From an optimization exercise on the open Yosys and OpenROAD flow, aimed at small area, a short achievable clock period and few clock cycles per item; shortcuts taken in it are not production practice. RTL that was checked went through simulation tests only; none was proved equivalent to the original. No activity file was given, so power comes from the tool's default toggle rates.

build 20:
## chi_bf
module chi_bf (
    input  wire         clk,
    input  wire         rst,           
    input  wire         cmd_valid,
    output wire         cmd_ready,
    input  wire         cmd_setup,     
    input  wire         cmd_dec,       
    input  wire [447:0] cmd_key,       
    input  wire [5:0]   cmd_keylen,    
    input  wire [63:0]  cmd_block,     
    output wire         out_valid,
    output wire [63:0]  out_block,
    output wire [31:0]  sb_raddr,      
    input  wire [127:0] sb_rdata,      
    output wire         sb_init,       
    output wire         sb_we,
    output wire [1:0]   sb_wtab,
    output wire [6:0]   sb_widx,       
    output wire [63:0]  sb_wdata       
);
export LEC_CHECK = 0
export CAP_MARGIN = 20
export CORE_MARGIN = 2
export CORE_UTILIZATION = 40
export CTS_BUF_LIST = sky130_fd_sc_hd__clkbuf_4
export SETUP_SLACK_MARGIN = 4.5
export SLEW_MARGIN = 20
create_clock -name core_clock -period 12.0 [get_ports {clk}]
standard.sh (not shown) runs the stock make flow with config.mk's settings and CLKGATE_MAP_FILE= SYNTH_SCRIPT=/design/flow/synth_recipe.tcl, a recipe that flattens the netlist after the stock synthesis.
==> flow/flow/run.sh <==
#!/bin/bash
# The standard layout, with the smallest buffer on every input and output port
# instead of the resizer's default choice.
set -euo pipefail
export BUFFER_PORTS_ARGS="-buffer_cell sky130_fd_sc_hd__buf_1"
bash standard.sh finish > standard.log 2>&1
Build 20 | status: complete | timing, DRC, antenna: pass
Testbench counts of build 20, summed over its fixed seeds: cycles 153,344, blocks 3,072.
--- input diff build 20..build 39 ---
Settings: CTS_BUF_LIST: sky130_fd_sc_hd__clkbuf_4 -> unset; SETUP_SLACK_MARGIN: 4.5 -> 3.
Findings:
Build 20 has lower worst hold slack than build 39. Re number of non-filler instances in the completed layout: build 20 was higher than build 39. Placer's final routability congestion estimate came out higher on build 39 than on build 20. Build 20 -> build 39: area taken by flip-flops and latches flat. Maximum clock frequency ended up 0.94% lower on build 39 than on build 20. a221o_2 as the worst-path cell with the longest stage delay was reported by build 39, and fa_2 by build 20. Initial core utilization delta (build 39 -> build 20): insignificant.
Inputs modified between build 39 and build 40:
Settings: setting CTS_BUF_LIST to sky130_fd_sc_hd__clkbuf_4 for the first time.
Changes observed in build 40 relative to build 39: final-layout clock buffer total climbed 148, routed length on met2 saw an increase, wire length per cell decreased by about 2.6% relative to the old numbers.


== violet ==
chi_bf, a different RTL version from the one above (not shown whole).
export LEC_CHECK = 0
export CAP_MARGIN = 20
export CORE_MARGIN = 2
export CORE_UTILIZATION = 48
export CTS_BUF_LIST = sky130_fd_sc_hd__clkbuf_4
export CTS_CLUSTER_SIZE = 24
export SETUP_SLACK_MARGIN = 4.0
export SLEW_MARGIN = 20
export SYNTH_HIERARCHICAL = 1
create_clock -name core_clock -period 12.0 [get_ports {clk}]
==> flow/flow/run.sh <==
#!/bin/bash
# The standard layout (standard.sh) with two changes:
#  - every input and output port gets a sky130_fd_sc_hd__buf_1 buffer instead of
#    the resizer's default choice (buffer_ports -buffer_cell);
#  - synthesis maps the combinational logic with its own ABC scripts: the module
#    chi_bf_f (the Blowfish F function and the words formed from it, on the
#    critical path) with flow/abc_f.script, a delay-oriented "map" script, and
#    the top module with flow/abc_top.script, an area-recovering "&nf" script.
#    Apart from those two abc calls the synthesis is ORFS's synth.tcl and
#    the standard flow's synth_recipe.tcl unchanged, so the registers are the standard
#    synthesis's.
set -euo pipefail
here=$(pwd)
export BUFFER_PORTS_ARGS="-buffer_cell sky130_fd_sc_hd__buf_1"

# synth_f.tcl: ORFS synth.tcl with the abc call split per module
python3 - "$FLOW_HOME/scripts/synth.tcl" "$here/synth_f.tcl" \
    "$here/flow/abc_f.script" "$here/flow/abc_top.script" > make_synth.log 2>&1 <<'PY'
import sys
s = open(sys.argv[1]).read()
a = "  log_cmd abc {*}$abc_args\n"
assert s.count(a) == 1
s = s.replace(a, "  set abc_args_f [lreplace $abc_args 1 1 " + sys.argv[3] + "]\n"
                 "  log_cmd abc {*}$abc_args_f chi_bf_f\n"
                 "  set abc_args_t [lreplace $abc_args 1 1 " + sys.argv[4] + "]\n"
                 "  log_cmd abc {*}$abc_args_t chi_bf\n")
open(sys.argv[2], "w").write(s)
PY
# my_synth.tcl: synth_recipe.tcl sourcing synth_f.tcl
python3 - "$here/synth_recipe.tcl" "$here/my_synth.tcl" "$here/synth_f.tcl" \
    >> make_synth.log 2>&1 <<'PY'
import sys
s = open(sys.argv[1]).read()
a = "source $::env(SCRIPTS_DIR)/synth.tcl"
assert s.count(a) == 1
s = s.replace(a, "source " + sys.argv[3])
open(sys.argv[2], "w").write(s)
PY
bash standard.sh SYNTH_SCRIPT="$here/my_synth.tcl" finish > standard.log 2>&1
==> flow/flow/abc_f.script <==
strash
dch
map -B 0.5
topo
stime -c
buffer -c
upsize -c
dnsize -c
==> flow/flow/abc_top.script <==
&get -n
&st
&syn2
&dch
&nf -R 1000
&put
topo
stime -c
buffer -c
upsize -c -D 8000
dnsize -c -D 8000
Testbench counts of violet, summed over its fixed seeds: cycles 153,344, blocks 3,072.
Here is what was changed in the inputs of sierra compared with violet.
-- flow/config.mk --
<<< violet, line 11
export CTS_BUF_LIST = sky130_fd_sc_hd__clkbuf_4
export CTS_CLUSTER_SIZE = 24
export SETUP_SLACK_MARGIN = 4.0
export SLEW_MARGIN = 20
>>> sierra, line 11
export CTS_BUF_LIST = sky130_fd_sc_hd__clkbuf_4
export SETUP_SLACK_MARGIN = 3.75
export SLEW_MARGIN = 20
--- outcome ---
sierra: total track usage is 0.22 points lower than what violet reported.
In sierra, the number of antenna cells inserted came out 2 below the value in violet.
[diff] clock period minus worst slack, sierra relative to violet: regression
--- input diff sierra..cedar ---
-- flow/config.mk --
<<< sierra, line 9
export CORE_MARGIN = 2
export CORE_UTILIZATION = 48
export CTS_BUF_LIST = sky130_fd_sc_hd__clkbuf_4
export SETUP_SLACK_MARGIN = 3.75
export SLEW_MARGIN = 20
>>> cedar, line 9
export CORE_MARGIN = 2
export CORE_UTILIZATION = 40
export CTS_BUF_LIST = sky130_fd_sc_hd__clkbuf_2
export SETUP_SLACK_MARGIN = 4.0
export SLEW_MARGIN = 20
### Flow results
Lower total instance count after detailed placement among cedar and sierra: sierra. | power per cell area | cedar vs sierra | 3.4% lower |. The path length in cells of the critical path of cedar falls short of that of sierra by 2. Cmp cedar and sierra / clock share of power / lower: cedar.
--- input diff cedar..onyx ---
-- flow/config.mk --
<<< cedar, line 10
export CORE_UTILIZATION = 40
export CTS_BUF_LIST = sky130_fd_sc_hd__clkbuf_2
export SETUP_SLACK_MARGIN = 4.0
>>> onyx, line 10
export CORE_UTILIZATION = 40
export CTS_BUF_LIST = sky130_fd_sc_hd__clkbuf_4
export SETUP_SLACK_MARGIN = 4.0
==> run summary <==
- Diff cedar and onyx: non-clock buffer count lower in cedar
- Max fraction of power spent switching nets across cedar and onyx: cedar
- On count of clock-buffer cells in the layout: onyx sits below cedar.
- Total power draw: onyx vs cedar up 5.4%
- Re routed wirelength normalized by instance count: cedar was higher than onyx.
- Delta (onyx minus cedar): vias per cell fell about 0.35%, maximum cell stage delay along the critical path fell 0.04 ns, final worst-path setup slack rose 0.025 ns, fraction of cell area in non-clock buffers about even, fmax rose 0.30%.
Changes in xenon relative to onyx:
-- flow/config.mk --
<<< onyx, line 9
export CORE_MARGIN = 2
export CORE_UTILIZATION = 40
export CTS_BUF_LIST = sky130_fd_sc_hd__clkbuf_4
export SETUP_SLACK_MARGIN = 4.0
export SLEW_MARGIN = 20
>>> xenon, line 9
export CORE_MARGIN = 2
export CORE_UTILIZATION = 52
export CTS_BUF_LIST = sky130_fd_sc_hd__clkbuf_4
export SETUP_SLACK_MARGIN = 3.5
export SLEW_MARGIN = 20
Notes after the runs:
The tightest hold margin in xenon was higher than what onyx gave.
Diff xenon..onyx | final global-route overflow total | unchanged
From xenon to onyx, area taken by flip-flops and latches did not move at all.
xenon — area added between synthesis and finish 5.5 points lower, onyx as reference
Of the two values seen for worst-path cell with the longest stage delay, sky130_fd_sc_hd__ha_2 was produced by onyx and sky130_fd_sc_hd__fa_2 by xenon.
Against onyx, xenon reports a overall power consumption that is higher.
xenon ended with more proportion of total power due to net switching than onyx.
For clock network fraction of total power, onyx and xenon come out practically identical.
Between onyx and xenon, the share of final layout cell area taken by clock buffers and inverters figures differ only marginally.
Cmp onyx and xenon / initial core utilization / lower: onyx
Input changes introduced in harbor (baseline for comparison: xenon):
-- flow/config.mk --
<<< xenon, line 9
export CORE_MARGIN = 2
export CORE_UTILIZATION = 52
export CTS_BUF_LIST = sky130_fd_sc_hd__clkbuf_4
>>> harbor, line 9
export CORE_MARGIN = 2
export CORE_UTILIZATION = 48
export CTS_BUF_LIST = sky130_fd_sc_hd__clkbuf_4
--- outcome ---
Between xenon and harbor, the flow reports first-iteration DRC count decreasing by more than half. Sort xenon and harbor by worst hold slack asc -> top: harbor. Diff xenon -> harbor: number of fillers in the final layout +about 30%; peak per-stage delay on the critical path lower; horizontal extent of the die shows an increase of 4.0%; switching power summed over all nets decreased by 16% relative to the old numbers. Taking xenon as the reference, in harbor number of iterations in the first detailed-routing pass now smaller, clock share of power picked up an extra 2.1 points, total power now sits lower. Taking xenon as the reference point, the area used by multi-input combinational logic of harbor falls by about 1.7%. On fraction of area in multi-input gates: between xenon and harbor, it ends up lower for harbor.


chi_bf, a different RTL version from the one above (not shown whole).
Size in the first run: about 3200 cells after synthesis, roughly 34000 sq um of cells after synthesis.
clock: 12.0 ns
lec_check: 0
cap_margin: 20
core_margin: 2
core_utilization: 55
setup_slack_margin: 3
slew_margin: 20
==> flow/flow/run.sh <==
#!/bin/bash
# The standard layout, with the smallest buffer on every input and output port
# instead of the resizer's default choice.
set -euo pipefail
export BUFFER_PORTS_ARGS="-buffer_cell sky130_fd_sc_hd__buf_1"
bash standard.sh finish > standard.log 2>&1
The first run completed without violations.
==> next run, changes <==
==> flow/run.sh (new file) <==
#!/bin/bash
# synth_recipe.tcl (not shown) runs the flow's synth.tcl, then flattens the netlist and writes it again
# the make line also repeats each setting of config.mk as NAME=value (left out here)
make -C /OpenROAD-flow-scripts/flow DESIGN_CONFIG=/design/flow/config.mk WORK_HOME=/design/flow/orfs CLKGATE_MAP_FILE= SYNTH_SCRIPT=/design/flow/synth_recipe.tcl finish
CORE_UTILIZATION = 45   (was 55)
CTS_BUF_LIST = sky130_fd_sc_hd__clkbuf_4 sky130_fd_sc_hd__clkbuf_8   (was default)
removed: flow/flow/run.sh
removed: flow/standard.sh
=> The new run finished clean. Sequential share of layout area drops by 4.3 points. Combinational power climbs by about a fifth. Routed wire length climbs by a few percent.
==> next run, changes <==
CORE_UTILIZATION = 55   (was 45)
CTS_BUF_LIST = default   (was sky130_fd_sc_hd__clkbuf_4 sky130_fd_sc_hd__clkbuf_8)
First-iteration DRC count grows by 29%.
Setup slack loses 0.20 ns.
Cell area hardly moves.
Fmax shrinks by 2.1%.
Sequential share of layout area stays flat.
Total power grows by 3.2%.
Clock-buffer cell count shrinks by 60.
No functional check of the RTL was part of any run of this note.


chi_bf, a different RTL version from the one above (not shown whole).
Size: roughly 3400 cells after synthesis, roughly 670 flip-flops, about 820 I/O pins, ~30000 sq um of cells after synthesis.
export LEC_CHECK = 0
export CAP_MARGIN = 20
export CORE_MARGIN = 2
export CORE_UTILIZATION = 48
export CTS_BUF_LIST = sky130_fd_sc_hd__clkbuf_4
export SETUP_SLACK_MARGIN = 3.0
export SLEW_MARGIN = 20
export SYNTH_HIERARCHICAL = 1
create_clock -name core_clock -period 12.0 [get_ports {clk}]
==> flow/flow/run.sh <==
#!/bin/bash
# The standard layout (standard.sh) with two changes:
#  - every input and output port gets a sky130_fd_sc_hd__buf_1 buffer instead of
#    the resizer's default choice (buffer_ports -buffer_cell);
#  - synthesis maps the combinational logic with its own ABC scripts: the module
#    chi_bf_f (the Blowfish F function and the words formed from it, on the
#    critical path) with flow/abc_f.script, a delay-oriented "map" script, and
#    the top module with flow/abc_top.script, an area-recovering "&nf" script.
#    Apart from those two abc calls the synthesis is ORFS's synth.tcl and
#    the standard flow's synth_recipe.tcl unchanged, so the registers are the standard
#    synthesis's.
set -euo pipefail
here=$(pwd)
export BUFFER_PORTS_ARGS="-buffer_cell sky130_fd_sc_hd__buf_1"

# synth_f.tcl: ORFS synth.tcl with the abc call split per module
python3 - "$FLOW_HOME/scripts/synth.tcl" "$here/synth_f.tcl" \
    "$here/flow/abc_f.script" "$here/flow/abc_top.script" > make_synth.log 2>&1 <<'PY'
import sys
s = open(sys.argv[1]).read()
a = "  log_cmd abc {*}$abc_args\n"
assert s.count(a) == 1
s = s.replace(a, "  set abc_args_f [lreplace $abc_args 1 1 " + sys.argv[3] + "]\n"
                 "  log_cmd abc {*}$abc_args_f chi_bf_f\n"
                 "  set abc_args_t [lreplace $abc_args 1 1 " + sys.argv[4] + "]\n"
                 "  log_cmd abc {*}$abc_args_t chi_bf\n")
open(sys.argv[2], "w").write(s)
PY
# my_synth.tcl: synth_recipe.tcl sourcing synth_f.tcl
python3 - "$here/synth_recipe.tcl" "$here/my_synth.tcl" "$here/synth_f.tcl" \
    >> make_synth.log 2>&1 <<'PY'
import sys
s = open(sys.argv[1]).read()
a = "source $::env(SCRIPTS_DIR)/synth.tcl"
assert s.count(a) == 1
s = s.replace(a, "source " + sys.argv[3])
open(sys.argv[2], "w").write(s)
PY
bash standard.sh SYNTH_SCRIPT="$here/my_synth.tcl" finish > standard.log 2>&1
Scripts as last shown in full above: flow/flow/abc_f.script, flow/flow/abc_top.script
Next try:
- CORE_UTILIZATION: 48 -> 44
- SETUP_SLACK_MARGIN: 3.0 -> 3.5
After rerunning: Flip-flop and latch count does not change. Utilization goes down by 3.9 points. Count of clock-buffer cells in the layout came out higher by 2.
No run of this note included a check of the RTL's function; only the layout flow was run.

## what the ideal ports hide
The results above use ideal ports. As a check the final layouts listed here were re-extracted and re-timed, cells and wires unchanged.
Step 1, drivers: a clkbuf_16 drives clk and a buf_2 each remaining input, both assumed.
Step 2 moves the port delays by t, midway between the first and last clock arrival at a register: inputs arrive t later, outputs are due t later. That takes back most of the time a late clock gives input paths.
Slacks: no drivers / after step 1 / after step 2; pairs: no drivers / after step 1.
run	shift t [ns]	setup WS [ns]	cell pins on the clock port's net
build 20	1.079	3.159 / 3.110 / 3.110	1
build 39	0.674	3.075 / 3.054 / 3.054	1
build 40	1.043	3.014 / 2.981 / 2.981	1
violet	1.038	3.735 / 3.708 / 3.708	1
sierra	1.038	3.664 / 3.640 / 3.640	1
cedar	1.325	3.733 / 3.707 / 3.707	1
onyx	1.011	3.758 / 3.732 / 3.732	1
xenon	1.034	3.543 / 3.514 / 3.514	1
harbor	1.036	3.641 / 3.617 / 3.617	1
the first run of note 3	0.704	2.665 / 2.627 / 2.627	1
the second run of note 3	0.813	2.635 / 2.600 / 2.600	1
the third run of note 3	0.686	2.430 / 2.390 / 2.390	1
the first run of note 4	1.074	3.126 / 2.988 / 2.988	1
the second run of note 4	1.089	3.467 / 3.447 / 3.447	1
After both steps every run listed still meets setup and hold. The setup slack of the first run of note 4, which loses most, moves by -0.138 ns with the drivers and by -0.138 ns with both steps.
